Context: an optimization exercise on an open-source flow, tuned for small area and few clock cycles. The choices shown serve that exercise and are no tape-out recipe.
Power is estimated from default activity; no workload was simulated.

Setup of ember:
Design aisp_seq, start of the top module:
module aisp_seq (
    input  wire        clk,
    input  wire        rst,
    input  wire        rx_valid,
    input  wire [7:0]  rx_data,
    output wire        rx_ready,
    output wire        tx_valid,
    output wire [7:0]  tx_data,
    input  wire        tx_ready,
    output wire        xfer_valid,
    output wire [31:0] xfer_data,
    input  wire        xfer_ready,
    input  wire        xfer_rvalid,
    input  wire [7:0]  xfer_rdata,
    output wire        settle_valid,
    input  wire        settle_ready,
    output wire        rst_on,
    output wire        spi_own,
    output wire        err,
    output wire        errind
);
    localparam [7:0] CRC_EOP     = 8'h20;
    localparam [7:0] STK_OK      = 8'h10;
    localparam [7:0] STK_FAILED  = 8'h11;
    localparam [7:0] STK_UNKNOWN = 8'h12;
    localparam [7:0] STK_INSYNC  = 8'h14;
    localparam [7:0] STK_NOSYNC  = 8'h15;
    localparam [7:0] TAG_FLASH   = 8'h46;
    localparam [7:0] TAG_EEPROM  = 8'h45;
    localparam TAPBITS = 3;
    localparam NTAP    = 256 >> TAPBITS;
    localparam [3:0]
        C_SIGN = 4'd0,  C_IDENT = 4'd1,  C_GETP = 4'd2,  C_SETDEV = 4'd3,
        C_SETEXT = 4'd4, C_ENTER = 4'd5, C_LEAVE = 4'd6, C_SETADDR = 4'd7,
        C_UNIV = 4'd8,  C_LOADL = 4'd9,  C_PROG = 4'd10, C_READ = 4'd11,
        C_SIGRD = 4'd12, C_UNK = 4'd13, C_PERR = 4'd14, C_PBAD = 4'd15;
    localparam [3:0]
        S_OP   = 4'd0,    
        S_PARAM= 4'd1,    
        S_PAY  = 4'd2,    
        S_EOP  = 4'd3,    
        S_P14  = 4'd5,    
        S_EXEC = 4'd6,    
        S_F11  = 4'd7,    
        S_BAD  = 4'd8,    
        S_FIN  = 4'd9,    
        S_ID   = 4'd10,   
        S_FR   = 4'd11,   
        S_ER   = 4'd12,   
        S_SG   = 4'd13,   
        S_SGT  = 4'd14;   
    localparam [1:0] E_IDLE = 2'd0, E_FW = 2'd1, E_EW = 2'd2, E_FIN = 2'd3;
    reg [3:0]  state;
    reg [1:0]  eng;
    reg [3:0]  cmd;
    reg [4:0]  cnt;
    reg        tf, te;         
    reg [15:0] pw;             
    reg [8:0]  prem;           
    reg        pend, pend_ok, pend_ph;    
    reg        pmode_r, err_r, errind_r;
    reg [15:0] addr;
    reg [8:0]  fb, eb;         
    reg [8:0]  rem;            
    reg        ph, first, bnd, aftc;
    reg [31:0] xw;             
    reg        xv, outst;
  ...
Size in the first run: ~4,100 cells after synthesis, roughly 71 I/O pins.
clock: 8.0 ns
lec_check: 0
cap_margin: 20
core_margin: 2
core_utilization: 55
gpl_timing_driven: 0
place_density: 0.65
slew_margin: 20
standard.sh (not shown) runs the stock make flow with config.mk's settings and CLKGATE_MAP_FILE= SYNTH_SCRIPT=/design/flow/synth_recipe.tcl, a recipe that flattens the netlist after the stock synthesis.
==> flow/flow/run.sh <==
#!/bin/bash
# The standard layout (the standard.sh: ORFS with the standard synthesis),
# with two changes: the port buffers are the smallest buffer cell, and clock
# tree synthesis uses clkbuf_8 leaf clusters and inserts no dummy loads.
# ORFS's full output goes to standard_flow.log in the work folder; ORFS's own
# per-step logs stay under orfs/logs.
set -euo pipefail
export BUFFER_PORTS_ARGS="-buffer_cell sky130_fd_sc_hd__buf_1"
export CTS_ARGS="-sink_clustering_enable -repair_clock_nets -sink_clustering_size 18 -sink_clustering_max_diameter 50 -buf_list sky130_fd_sc_hd__clkbuf_8 -dont_use_dummy_load"
bash standard.sh > standard_flow.log 2>&1
The flow did not stop early for ember: all stages ran, and the layout cleared the timing, DRC and antenna checks.
### ember -> violet
- GPL_TIMING_DRIVEN removed (was 0)
## What came out
ember → violet: wire length on met3 decreased by about 13% relative to the old numbers; total number of vias decreased by 1,119 relative to the old numbers; combinational power decreased by 12% relative to the old numbers. Est. power | violet vs ember | violet lower. Global-route usage was higher in the run labelled ember. Re area overhead of the layout relative to synthesis: violet is 0.76 points down on ember. violet has final net count below what ember had. Non-clock buffer count for violet is lower than for ember. In the tables for violet and ember, routing usage on met2 reads lower with violet. Worst setup slack delta (violet − ember): favourable.
Inputs modified between violet and onyx:
diff --git a/flow/flow/run.sh b/flow/flow/run.sh
--- a/flow/flow/run.sh
+++ b/flow/flow/run.sh
@@ -4 +4 @@
-# tree synthesis uses clkbuf_8 leaf clusters and inserts no dummy loads.
+# tree synthesis uses clkbuf_16 leaf clusters and inserts no dummy loads.
@@ -9 +9 @@
-export CTS_ARGS="-sink_clustering_enable -repair_clock_nets -sink_clustering_size 18 -sink_clustering_max_diameter 50 -buf_list sky130_fd_sc_hd__clkbuf_8 -dont_use_dummy_load"
+export CTS_ARGS="-sink_clustering_enable -repair_clock_nets -sink_clustering_size 36 -sink_clustering_max_diameter 70 -buf_list sky130_fd_sc_hd__clkbuf_16 -dont_use_dummy_load"
Results
Diff onyx..violet | sequential group power | negligible. Summary — ratio of cells with drive above 1 in the final layout, onyx relative to violet: lower, by 1.6 points. violet -> onyx: final area flat. The final period demand of the worst path number comes out lower for violet vs onyx.
No run of this note included a check of the RTL's function; only the layout flow was run.

-- re-timing with driven ports --
No port has a modelled driver above. Below, the same layouts with a new extraction and two added sets of constraints.
Step 1: set_driving_cell puts a clkbuf_16 on clk and a buf_2 on each other input, an assumption about the parent block.
Step 2 also shifts input and output timing later by t, the mid clock arrival at the registers, as if the neighbouring blocks saw the same clock.
Three values: no drivers, after step 1, after step 2; two values: the first two.
run	t (ns)	slack for setup (ns)	hold slack, ns	latest minus earliest clock arrival (ns)	pins driven straight from the clock port
ember	0.850	1.892 / 1.892 / 1.892	0.258 / 0.258 / 0.258	0.132 / 0.132	1
violet	0.875	2.394 / 2.394 / 2.211	0.277 / 0.277 / 0.277	0.109 / 0.109	1
onyx	0.736	2.384 / 2.384 / 2.222	0.264 / 0.264 / 0.264	0.093 / 0.093	1
After both steps every run listed still meets setup and hold. For violet, which loses most, drivers alone change the setup slack by 0.000 ns; drivers and shift together by -0.183 ns.
